This is an optimization exercise on Yosys and OpenROAD, whose aim is small area, not a production implementation. In this exercise RTL edits were held to simulation tests only and were not proved equivalent to the original. Power and IR drop assume default switching activity. The clock port is modelled as an ideal driver; clocking choices that lean on that would not hold on a real chip.

Setup of cedar:
## image_thresholder
module image_thresholder (
    input  wire        clk,
    input  wire        rst,           
    input  wire        cmd_valid,
    output wire        cmd_ready,
    input  wire [31:0] cmd_data,
    input  wire [7:0]  rd_idx,
    output reg  [31:0] rd_data,
    output wire        out_valid,
    input  wire        out_ready,
    output reg  [7:0]  out_data,
    output wire        out_last
);
    localparam BUF_BYTES = 256;
    localparam NAME_MAX  = 16;
    localparam [2:0] S_IDLE  = 3'd0;
    localparam [2:0] S_LOAD  = 3'd1;
    localparam [2:0] S_EMIT  = 3'd2;
    localparam [2:0] S_DONE  = 3'd3;
    localparam [2:0] S_ERROR = 3'd4;
    localparam [3:0] ERR_DIM      = 4'd1;
    localparam [3:0] ERR_CAPACITY = 4'd2;
    localparam [3:0] ERR_OVERRUN  = 4'd3;
    localparam [3:0] ERR_UNDERRUN = 4'd4;
    localparam [3:0] ERR_SEQUENCE = 4'd5;
    localparam [3:0] ERR_OPCODE   = 4'd6;
    localparam [3:0] ERR_RESERVED = 4'd7;
    localparam [3:0] ERR_NAME     = 4'd8;
    localparam [7:0] OP_NOP    = 8'h00;
    localparam [7:0] OP_SETW   = 8'h01;
    localparam [7:0] OP_SETH   = 8'h02;
    localparam [7:0] OP_SETF   = 8'h03;
    localparam [7:0] OP_NCLR   = 8'h04;
    localparam [7:0] OP_NBYTE  = 8'h05;
    localparam [7:0] OP_START  = 8'h08;
    localparam [7:0] OP_PIXEL  = 8'h09;
    localparam [7:0] OP_THRESH = 8'h0A;
    localparam [7:0] OP_FINISH = 8'h0B;
    localparam [7:0] OP_ABORT  = 8'h0F;
    localparam [2:0] P_MARK = 3'd0;
    localparam [2:0] P_NAME = 3'd1;
    localparam [2:0] P_C1   = 3'd2;
    localparam [2:0] P_BL   = 3'd3;
    localparam [2:0] P_C2   = 3'd4;
    localparam [2:0] P_RS   = 3'd5;
    localparam [2:0] P_C3   = 3'd6;
    localparam [2:0] P_PAY  = 3'd7;
    localparam [10:0] LSTEP = 11'd1463;
    reg [2:0]  state;
    reg [3:0]  err;
    reg [23:0] width;
    reg [23:0] height;
    reg        flag_inv;
    reg        flag_lb;
    reg [4:0]  name_len;        
    reg [8:0]  row_stride;      
    reg [8:0]  byte_length;     
    reg [10:0] cur_x;           
    reg [8:0]  cur_y;           
  ...
For scale: roughly 2300 flip-flops, roughly 87 I/O pins, about 53000 µm² of cells after synthesis.
==> flow/config.mk <==
export PLATFORM = sky130hd
export DESIGN_NAME = image_thresholder
export DESIGN_NICKNAME = image_thresholder
export VERILOG_FILES = /design/flow/design.v
export SDC_FILE = /design/flow/constraint.sdc
export NUM_CORES = 4
export LEC_CHECK = 0
export CAP_MARGIN = 20
export CORE_MARGIN = 2
export CORE_UTILIZATION = 40
export SLEW_MARGIN = 20
==> flow/constraint.sdc <==
create_clock -name core_clock -period 12.0 [get_ports {clk}]
set_input_delay 2.4000 -clock core_clock [delete_from_list [all_inputs] [get_ports {clk}]]
set_output_delay 2.4000 -clock core_clock [all_outputs]
set_load 0.01 [all_outputs]
standard.sh (not shown) runs the stock make flow with config.mk's settings and CLKGATE_MAP_FILE= SYNTH_SCRIPT=/design/flow/synth_recipe.tcl, a recipe that flattens the netlist after the stock synthesis.
==> flow/flow/run.sh <==
#!/bin/bash
# Layout flow: the standard ORFS flow (standard.sh) with these changes:
#  - synthesis: the standard flow's own synthesis script, except that ABC maps the
#    combinational logic with an area-oriented script (flow/abc_deep.script)
#    and adders are left to ABC instead of being mapped to fa/ha cells first.
#    Registers are mapped before ABC, so they are the standard synthesis's.
#  - CTS clusters up to 30 flip-flops per leaf buffer and inserts no dummy
#    loads;
#  - ports are buffered with the smallest buffer (buf_1).
# The full output of the flow goes to flow_standard.log in the work folder.
set -euo pipefail
cd "$(dirname "$0")/.."
WORK=$PWD
export FLOW_ABC_SCRIPT=$WORK/flow/abc_deep.script
export FLOW_SYNTH_TCL=$WORK/synth_recipe.tcl
export CTS_ARGS="-sink_clustering_enable -repair_clock_nets -sink_clustering_size 30 -sink_clustering_max_diameter 100 -dont_use_dummy_load -root_buf sky130_fd_sc_hd__clkbuf_8 -tree_buf sky130_fd_sc_hd__clkbuf_8 -sink_clustering_buffer sky130_fd_sc_hd__clkbuf_16"
export BUFFER_PORTS_ARGS="-buffer_cell sky130_fd_sc_hd__buf_1"
bash standard.sh SYNTH_SCRIPT=$WORK/flow/synth_area.tcl ADDER_MAP_FILE= finish > flow_standard.log 2>&1
==> flow/flow/abc_deep.script <==
strash
&get -n
&deepsyn -T 60
&dch -f
&nf -R 1000
&put
topo
dnsize
==> flow/flow/synth_area.tcl <==
# The standard flow's synthesis script (synth_recipe.tcl, in the work folder) with one change:
# the combinational logic is mapped by ABC with an area-oriented script
# (abc_deep.script beside this file) instead of ORFS's default one. Registers
# are mapped before ABC runs, so they are the standard synthesis's.
set ::area_abc_script $::env(FLOW_ABC_SCRIPT)
proc abc {args} {
  set i [lsearch -exact $args -script]
  if {$i >= 0} { set args [lreplace $args $i [expr {$i + 1}] -script $::area_abc_script] }
  yosys abc {*}$args
}
source $::env(FLOW_SYNTH_TCL)
cedar | status: complete | timing, DRC, antenna: pass
Changes in juniper relative to cedar:
--- a/flow/flow/run.sh
+++ b/flow/flow/run.sh
@@ -6,3 +6,4 @@
 #    Registers are mapped before ABC, so they are the standard synthesis's.
-#  - CTS clusters up to 30 flip-flops per leaf buffer and inserts no dummy
+#  - CTS clusters up to 30 flip-flops per leaf buffer (clkbuf_16), builds
+#    the upper levels of the tree from clkbuf_8, and inserts no dummy
 #    loads;
==> run summary <==
- Diff juniper..cedar | cell area | unchanged
- cedar → juniper: critical path depth stayed essentially flat, quantity of gates resized following cts stayed essentially flat, final clock period utilization by the worst path stayed essentially flat, number of enable flip-flop cells after synthesis stayed essentially flat.
- On final cell count without fillers, juniper tracks cedar almost exactly.
- In terms of basic-gate share of the synthesized area counting and, or, nand and nor cells, cedar and juniper differ only marginally.
Here is what was changed in the inputs of nickel compared with juniper.
--- a/flow/flow/run.sh
+++ b/flow/flow/run.sh
@@ -6,4 +6,3 @@
 #    Registers are mapped before ABC, so they are the standard synthesis's.
-#  - CTS clusters up to 30 flip-flops per leaf buffer (clkbuf_16), builds
-#    the upper levels of the tree from clkbuf_8, and inserts no dummy
+#  - CTS clusters up to 32 flip-flops per leaf buffer and inserts no dummy
 #    loads;
@@ -16,3 +15,3 @@
 export FLOW_SYNTH_TCL=$WORK/synth_recipe.tcl
-export CTS_ARGS="-sink_clustering_enable -repair_clock_nets -sink_clustering_size 30 -sink_clustering_max_diameter 100 -dont_use_dummy_load -root_buf sky130_fd_sc_hd__clkbuf_8 -tree_buf sky130_fd_sc_hd__clkbuf_8 -sink_clustering_buffer sky130_fd_sc_hd__clkbuf_16"
+export CTS_ARGS="-sink_clustering_enable -repair_clock_nets -sink_clustering_size 32 -sink_clustering_max_diameter 100 -dont_use_dummy_load"
 export BUFFER_PORTS_ARGS="-buffer_cell sky130_fd_sc_hd__buf_1"
==> run summary <==
Re sum of negative setup slack: no difference whatsoever between juniper and nickel. Length of routed wiring on met1 ended up about 0.7% higher on nickel than on juniper. Final design instance area without fill: nickel vs juniper — no meaningful difference. Diff juniper..nickel | total number of clock tree sinks | unchanged. Total via count after detailed routing: juniper vs nickel, no meaningful difference. Worst IR drop on VDD for nickel is lower than for juniper. nickel — number of global-route vias before repair 112 lower, juniper as reference. juniper has a higher transition time at the pin with the least slew margin than nickel. The total power draw was comparable across nickel and juniper. Between juniper and nickel, the final cell count without fillers figures differ only marginally.
Inputs modified between nickel and indigo:
--- a/flow/flow/run.sh
+++ b/flow/flow/run.sh
@@ -6,3 +6,3 @@
 #    Registers are mapped before ABC, so they are the standard synthesis's.
-#  - CTS clusters up to 32 flip-flops per leaf buffer and inserts no dummy
+#  - CTS clusters up to 30 flip-flops per leaf buffer and inserts no dummy
 #    loads;
@@ -15,3 +15,3 @@
 export FLOW_SYNTH_TCL=$WORK/synth_recipe.tcl
-export CTS_ARGS="-sink_clustering_enable -repair_clock_nets -sink_clustering_size 32 -sink_clustering_max_diameter 100 -dont_use_dummy_load"
+export CTS_ARGS="-sink_clustering_enable -repair_clock_nets -sink_clustering_size 30 -sink_clustering_max_diameter 100 -dont_use_dummy_load"
 export BUFFER_PORTS_ARGS="-buffer_cell sky130_fd_sc_hd__buf_1"
--- outcome ---
- In the tables for nickel and indigo, normalized max-slew margin reads lower with indigo.
- Re multiplexer share of the synthesized area: no difference whatsoever between nickel and indigo.
- Compare nickel and indigo | wire length on met1 higher: nickel
- The clock share of power in indigo sits 0.4 points above the value recorded for nickel.
- Between nickel and indigo, initial antenna violation count increased.
- Taking nickel as the reference, in indigo switching share of total power comparable, met2 wire length comparable, power now larger, global-route wire length before repair comparable.
- Higher setup slack among nickel and indigo: indigo


Another version of the RTL of image_thresholder (not shown whole).
Size: about 4000 cells after synthesis, roughly 87 I/O pins, ~0.057 sq mm of cells after synthesis.
clock: 12.0 ns
lec_check: 0
cap_margin: 20
core_margin: 2
core_utilization: 65
cts_cluster_diameter: 60
cts_cluster_size: 34
slew_margin: 20
run.sh (not shown) runs the stock make flow with config.mk's settings and CLKGATE_MAP_FILE= SYNTH_SCRIPT=/design/flow/synth_recipe.tcl, a recipe that flattens the netlist after the stock synthesis.
Stock flow here: none of the scripts above is used.
Rerun with:
==> flow/flow/run.sh (new file) <==
#!/bin/bash
# Layout flow: the standard ORFS flow (standard.sh) with these changes:
#  - synthesis: the standard flow's own synthesis script, except that ABC maps the
#    combinational logic with an area-oriented script (flow/abc_deep.script)
#    and adders are left to ABC instead of being mapped to fa/ha cells first.
#    Registers are mapped before ABC, so they are the standard synthesis's.
#  - CTS clusters up to 32 flip-flops per leaf buffer and inserts no dummy
#    loads;
#  - ports are buffered with the smallest buffer (buf_1).
# The full output of the flow goes to flow_standard.log in the work folder.
set -euo pipefail
cd "$(dirname "$0")/.."
WORK=$PWD
export FLOW_ABC_SCRIPT=$WORK/flow/abc_deep.script
export FLOW_SYNTH_TCL=$WORK/synth_recipe.tcl
export CTS_ARGS="-sink_clustering_enable -repair_clock_nets -sink_clustering_size 32 -sink_clustering_max_diameter 100 -dont_use_dummy_load"
export BUFFER_PORTS_ARGS="-buffer_cell sky130_fd_sc_hd__buf_1"
bash standard.sh SYNTH_SCRIPT=$WORK/flow/synth_area.tcl ADDER_MAP_FILE= finish > flow_standard.log 2>&1
==> flow/flow/abc_deep.script (new file) <==
strash
&get -n
&deepsyn -T 60
&dch -f
&nf -R 1000
&put
topo
dnsize
==> flow/flow/synth_area.tcl (new file) <==
# The standard flow's synthesis script (synth_recipe.tcl, in the work folder) with one change:
# the combinational logic is mapped by ABC with an area-oriented script
# (abc_deep.script beside this file) instead of ORFS's default one. Registers
# are mapped before ABC runs, so they are the standard synthesis's.
set ::area_abc_script $::env(FLOW_ABC_SCRIPT)
proc abc {args} {
  set i [lsearch -exact $args -script]
  if {$i >= 0} { set args [lreplace $args $i [expr {$i + 1}] -script $::area_abc_script] }
  yosys abc {*}$args
}
source $::env(FLOW_SYNTH_TCL)
==> flow/standard.sh (new file) <==
#!/bin/bash
# synth_recipe.tcl (not shown) runs the flow's synth.tcl, then flattens the netlist and writes it again
# the make line also repeats each setting of config.mk as NAME=value (left out here)
make -C /OpenROAD-flow-scripts/flow DESIGN_CONFIG=/design/flow/config.mk WORK_HOME=/design/flow/orfs CLKGATE_MAP_FILE= SYNTH_SCRIPT=/design/flow/synth_recipe.tcl "${@:-finish}"
- CORE_UTILIZATION: 65 -> 40
- CTS_CLUSTER_DIAMETER: 60 -> not set
- CTS_CLUSTER_SIZE: 34 -> not set
removed: flow/run.sh
Hold slack improves by 0.021 ns; via count goes down by 19%; count of clock-buffer cells in the layout goes down by 33; global-route usage goes down by 17 points; clock power goes down by 25%; wire length goes down by 37%; power goes down by 11%.


Starting RTL as in the previous note.
Settings: LEC_CHECK=0, CAP_MARGIN=20, CORE_MARGIN=2, CORE_UTILIZATION=40, SLEW_MARGIN=20; clock period 12.0 ns.
Stock flow here: none of the scripts above is used.
The baseline passed the timing, DRC and antenna checks.
Change:
CTS_CLUSTER_DIAMETER = 100   (was default)
CTS_CLUSTER_SIZE = 30   (was default)
Sequential cell count does not change.
Clock-buffer cell count decreases by 183.
Total power decreases by 22%.
Change:
CORE_UTILIZATION = 65   (was 40)
- The new run finished with timing, DRC and antenna clean
- total power increases by about 0.9%
- critical path depth stays the same
- clock skew stays flat
- sequential share of layout area increases by 1.2 points
- clock power increases by about 2%
- global-route usage increases by 15 points
- wire length increases by 29%
- core utilization increases by 27 points
- synthesized cell count stays the same
- cell area decreases by 1.6%
- setup slack loses 510 ps
Change:
==> flow/flow/run.sh (new file) <==
#!/bin/bash
# Layout flow: the standard ORFS flow (standard.sh) with these changes:
#  - synthesis: the standard flow's own synthesis script, except that ABC maps the
#    combinational logic with an area-oriented script (flow/abc_deep.script)
#    and adders are left to ABC instead of being mapped to fa/ha cells first.
#    Registers are mapped before ABC, so they are the standard synthesis's.
#  - CTS clusters up to 30 flip-flops per leaf buffer and inserts no dummy
#    loads;
#  - ports are buffered with the smallest buffer (buf_1).
# The full output of the flow goes to flow_standard.log in the work folder.
set -euo pipefail
cd "$(dirname "$0")/.."
WORK=$PWD
export FLOW_ABC_SCRIPT=$WORK/flow/abc_deep.script
export FLOW_SYNTH_TCL=$WORK/synth_recipe.tcl
export CTS_ARGS="-sink_clustering_enable -repair_clock_nets -sink_clustering_size 34 -sink_clustering_max_diameter 45 -dont_use_dummy_load"
export BUFFER_PORTS_ARGS="-buffer_cell sky130_fd_sc_hd__buf_1"
bash standard.sh SYNTH_SCRIPT=$WORK/flow/synth_area.tcl ADDER_MAP_FILE= finish > flow_standard.log 2>&1
==> flow/flow/abc_deep.script (new file) <==
strash
&get -n
&deepsyn -T 60
&dch -f
&nf -R 1000
&put
topo
dnsize
==> flow/flow/synth_area.tcl (new file) <==
# The standard flow's synthesis script (synth_recipe.tcl, in the work folder) with one change:
# the combinational logic is mapped by ABC with an area-oriented script
# (abc_deep.script beside this file) instead of ORFS's default one. Registers
# are mapped before ABC runs, so they are the standard synthesis's.
set ::area_abc_script $::env(FLOW_ABC_SCRIPT)
proc abc {args} {
  set i [lsearch -exact $args -script]
  if {$i >= 0} { set args [lreplace $args $i [expr {$i + 1}] -script $::area_abc_script] }
  yosys abc {*}$args
}
source $::env(FLOW_SYNTH_TCL)
==> flow/standard.sh (new file) <==
#!/bin/bash
# synth_recipe.tcl (not shown) runs the flow's synth.tcl, then flattens the netlist and writes it again
# the make line also repeats each setting of config.mk as NAME=value (left out here)
make -C /OpenROAD-flow-scripts/flow DESIGN_CONFIG=/design/flow/config.mk WORK_HOME=/design/flow/orfs CLKGATE_MAP_FILE= SYNTH_SCRIPT=/design/flow/synth_recipe.tcl "${@:-finish}"
CORE_UTILIZATION = 40   (was 65)
CTS_CLUSTER_DIAMETER = default   (was 100)
CTS_CLUSTER_SIZE = default   (was 30)
removed: flow/run.sh
Effect: Power climbs by 4.5%. Register-to-register slack degrades by 860 ps. Final cell count climbs by 4.5%. Clock power climbs by 22%. Wire length drops by 35%. Area after synthesis drops by 5.7%. Count of clock-buffer cells in the layout climbs by 59. Core utilization drops by 26 points.
Change:
==> flow/run.sh (new file) <==
#!/bin/bash
# synth_recipe.tcl (not shown) runs the flow's synth.tcl, then flattens the netlist and writes it again
# the make line also repeats each setting of config.mk as NAME=value (left out here)
make -C /OpenROAD-flow-scripts/flow DESIGN_CONFIG=/design/flow/config.mk WORK_HOME=/design/flow/orfs CLKGATE_MAP_FILE= SYNTH_SCRIPT=/design/flow/synth_recipe.tcl finish
CTS_CLUSTER_DIAMETER = 80   (was default)
CTS_CLUSTER_SIZE = 26   (was default)
removed: flow/flow/run.sh
removed: flow/flow/abc_deep.script
removed: flow/flow/synth_area.tcl
removed: flow/standard.sh
What happened: Final area is higher by 4.5%; utilization decreases by 0.67 points; wire length goes up by 19%; power goes down by 2.3%; setup slack improved by 330 ps; global-route usage rose by 1.3 points; via count rises by 12%; cell count grows by 9.8%; register-to-register slack is better by 1200 ps; count of clock-buffer cells in the layout decreases by 40.

[port drivers added, routing unchanged]
The results above use ideal ports. As a check the final layouts listed here were re-extracted and re-timed, cells and wires unchanged. Step 1, drivers: a clkbuf_16 drives clk and a buf_2 each remaining input, both assumed. Step 2 also shifts input and output timing later by t, the mid clock arrival at the registers, as if the neighbouring blocks saw the same clock. Three values: ideal, step 1, step 2; two values: the first two.
run | t, ns | setup WS [ns] | worst setup path after step 2 | cell pins on the clock port's net
cedar | 0.863 | 2.408 / 2.346 / 3.209 | register to output | 1
juniper | 0.863 | 2.408 / 2.346 / 3.209 | register to output | 1
nickel | 0.730 | 2.561 / 2.497 / 3.227 | register to output | 1
indigo | 0.736 | 2.581 / 2.517 / 3.252 | register to output | 1
the first run of note 2 | 0.789 | 2.926 / 2.848 / 3.637 | register to output | 1
the second run of note 2 | 0.724 | 3.161 / 3.094 / 3.817 | register to output | 1
the first run of note 3 | 0.859 | 3.417 / 3.345 / 3.664 | input to register | 1
the second run of note 3 | 0.772 | 3.477 / 3.405 / 3.692 | input to register | 1
the third run of note 3 | 0.771 | 2.965 / 2.895 / 3.666 | register to output | 1
the fourth run of note 3 | 0.792 | 3.086 / 3.018 / 3.810 | register to output | 1
the fifth run of note 3 | 0.784 | 3.415 / 3.345 / 3.670 | input to register | 1
After both steps setup and hold are still met in every run listed.
